From an optimization exercise on the open Yosys and OpenROAD flow, aimed at small area; shortcuts taken in it are not production practice.
Function was checked by simulation only, so behaviour that the tests miss may differ from the original.
No activity file was given, so power comes from the tool's default toggle rates.

Setup of the reference run:
==> flow/design.v <==
module ircore_tx (
    input  wire        clk,
    input  wire        rst,             
    input  wire        enq_valid,       
    input  wire        enq_rc6,         
    input  wire [2:0]  enq_mode,        
    input  wire [7:0]  enq_a,           
    input  wire [7:0]  enq_b,           
    output wire        enq_ready,       
    output wire        tx,              
    output wire        tx_idle          
);
    reg  [19:0] q [0:8];
    wire [8:0]  v;              
    wire [8:0]  fr;             
    wire [8:0]  ld;             
    wire [8:0]  kp;             
    wire        pop;            
    genvar gi;
    generate
        for (gi = 0; gi < 9; gi = gi + 1) begin : g_v
            assign v[gi] = q[gi][19] | q[gi][16];
        end
    endgenerate
    assign fr[8] = ~v[8] | pop;
    assign kp[8] = ~pop & ~rst;
    generate
        for (gi = 0; gi < 8; gi = gi + 1) begin : g_fr
            assign fr[gi] = ~v[gi] | fr[gi + 1];
            assign kp[gi] = ~fr[gi + 1] & ~rst;
        end
    endgenerate
    assign ld = fr & {9{~rst}};
    assign enq_ready = fr[0];
    assign tx_idle   = ~|v;
    wire [19:0] in = {enq_rc6, enq_mode[2:1], ~enq_rc6 | enq_mode[0], enq_a, enq_b};
    always @(posedge clk) begin
        q[0] <= ({20{ld[0] & enq_valid}} & in) | ({20{kp[0]}} & q[0]);
    end
    generate
        for (gi = 1; gi < 9; gi = gi + 1) begin : g_q
            always @(posedge clk) begin
                q[gi] <= ({20{ld[gi]}} & q[gi - 1]) | ({20{kp[gi]}} & q[gi]);
            end
        end
    endgenerate
    wire [19:0] hd  = q[8];
    wire        rc6 = hd[19];
    reg        act;             
    reg [5:0]  n;               
    reg [1:0]  c;               
    reg [10:0] pre;             
    reg        tg;              
    wire tick = (pre == {5'b00001, rc6, 5'b00110});
    wire [7:0] src = n[4] ? hd[7:0] : hd[15:8];
    wire       sb  = src[~n[2:0]];
    wire [3:0] mt  = {tg, hd[16], hd[17], hd[18]};
    wire       b   = rc6 ? ((n[4:3] == 2'b00) ? (n[2] ? mt[n[1:0]] : 1'b1) : sb)
                         : sb ^ n[3];
    wire       w2  = (n[4:3] == 2'b00) & (n[2] | (n[1] ^ n[0]));
    wire lvl = rc6 ? ((n[4:0] == 5'd1) | (~(n[4] & n[3]) & (b ^ (w2 ? c[1] : c[0]))))
                   : (n[5] ? ~(n[2] & n[1]) : (c == 2'd0));
    wire cl   = rc6 ? w2 : (n[5] | b);
    wire send = c[0] & (c[1] == cl);
    wire fend = rc6 ? ((n[4:0] == 5'd26) & c[0]) : n[5] & ~n[4];
    assign pop = act & tick & fend;
    assign tx  = act & lvl;
    always @(posedge clk) begin
        pre <= (~act | tick) ? 11'b01011011001 : {pre[9:0], pre[10] ^ pre[1]};
        if (~act) begin
            n <= rc6 ? 6'd1 : 6'd58;
            c <= 2'd0;
        end else if (tick) begin
            if (send) begin
                n <= n + 6'd1;
                c <= 2'd0;
            end else begin
                c <= c + 2'd1;
            end
        end
    end
    always @(posedge clk) begin
        if (rst) begin
            act <= 1'b0;
            tg  <= 1'b0;
        end else begin
            if (~act) act <= v[8];
            else if (pop) begin
                act <= 1'b0;
                if (rc6) tg <= ~tg;
            end
        end
    end
endmodule
export LEC_CHECK = 0
export CAP_MARGIN = 0
export CORE_MARGIN = 2
export CORE_UTILIZATION = 40
export SLEW_MARGIN = 0
create_clock -name core_clock -period 10.0 [get_ports {clk}]
standard.sh (not shown) runs the stock make flow with config.mk's settings and CLKGATE_MAP_FILE= SYNTH_SCRIPT=/design/flow/synth_recipe.tcl, a recipe that flattens the netlist after the stock synthesis.
==> flow/flow/run.sh <==
#!/bin/bash
# The standard layout (standard.sh), with smaller port buffers and a clock
# tree built without dummy balancing loads.
set -euo pipefail
export BUFFER_PORTS_ARGS="-buffer_cell sky130_fd_sc_hd__buf_1"
export CTS_ARGS="-sink_clustering_enable -repair_clock_nets -buf_list sky130_fd_sc_hd__clkbuf_8 -root_buf sky130_fd_sc_hd__clkbuf_4 -sink_clustering_size 21 -sink_clustering_max_diameter 60 -dont_use_dummy_load"
bash standard.sh > standard.log 2>&1
Here is what was changed in the inputs of the trial run compared with the reference run.
diff --git a/flow/design.v b/flow/design.v
--- a/flow/design.v
+++ b/flow/design.v
@@ -14,32 +14,30 @@
     wire [8:0]  v;              
     wire [8:0]  fr;             
-    wire [8:0]  ld;             
-    wire [8:0]  kp;             
     wire        pop;            
     genvar gi;
     generate
         for (gi = 0; gi < 9; gi = gi + 1) begin : g_v
-            assign v[gi] = q[gi][19] | q[gi][16];
+            assign v[gi] = q[gi][19] | ~q[gi][16];
         end
     endgenerate
-    assign fr[8] = ~v[8] | pop;
-    assign kp[8] = ~pop & ~rst;
+    assign fr[8] = ~v[8] | pop | rst;
     generate
         for (gi = 0; gi < 8; gi = gi + 1) begin : g_fr
             assign fr[gi] = ~v[gi] | fr[gi + 1];
-            assign kp[gi] = ~fr[gi + 1] & ~rst;
         end
     endgenerate
-    assign ld = fr & {9{~rst}};
     assign enq_ready = fr[0];
     assign tx_idle   = ~|v;
-    wire [19:0] in = {enq_rc6, enq_mode[2:1], ~enq_rc6 | enq_mode[0], enq_a, enq_b};
+    wire [19:0] in = {enq_valid & enq_rc6 & ~rst, enq_mode[2:1],
+                      ~enq_valid | (enq_rc6 & enq_mode[0]), enq_a, enq_b};
     always @(posedge clk) begin
-        q[0] <= ({20{ld[0] & enq_valid}} & in) | ({20{kp[0]}} & q[0]);
+        if (fr[0]) q[0] <= in | {3'd0, rst, 16'd0};
     end
     generate
         for (gi = 1; gi < 9; gi = gi + 1) begin : g_q
             always @(posedge clk) begin
-                q[gi] <= ({20{ld[gi]}} & q[gi - 1]) | ({20{kp[gi]}} & q[gi]);
+                if (fr[gi])
+                    q[gi] <= {q[gi - 1][19] & ~rst, q[gi - 1][18:17],
+                              q[gi - 1][16] | rst, q[gi - 1][15:0]};
             end
         end
Results
The reference run → the trial run: post-layout utilization of the core increased 1.5 points; effective utilization at floorplan shows an increase of 0.62 points; combinational share of power went down.
Compare the trial run and the reference run | slew at the pin with the worst max-slew slack lower: the trial run
The trial run reports its path type of the worst setup path as in -> out while the reference run reports reg -> out.
Going from the reference run to the trial run, the number of synthesized flops with an enable pin was found to have gone up by 180.
Measured against each other, the trial run and the reference run differ in filler-free cell count of the finished design, the lower figure coming from the trial run.

static timing again, ports no longer ideal:
The flow's constraints put no driver on any port. The routed layouts listed below were extracted and timed again, unchanged, in two steps.
Step 1, drivers: a clkbuf_16 drives clk and a buf_2 each remaining input, both assumed.
Step 2 adds t to the input delays and takes it off the output delays; t is the mean of the earliest and latest rising clock arrival at the registers after step 1. Input paths then give back, and output paths get back, about the clock's delay inside the block.
a / b / c = ideal / step 1 / step 2; a / b = the first two.
| run | t, ns | setup slack, ns | latest minus earliest clock arrival (ns) | worst data-port slew with drivers (ns) | cell pins on the clock port's net |
|---|---|---|---|---|---|
| the reference run | 0.572 | 5.021 / 4.987 / 5.559 | 0.077 / 0.077 | 0.05 | 1 |
| the trial run | 0.576 | 2.797 / 2.767 / 2.767 | 0.042 / 0.042 | 0.04 | 1 |
After both steps setup and hold are still met in every run listed. For the trial run, which loses most, drivers alone change the setup slack by -0.030 ns; drivers and shift together by -0.030 ns.
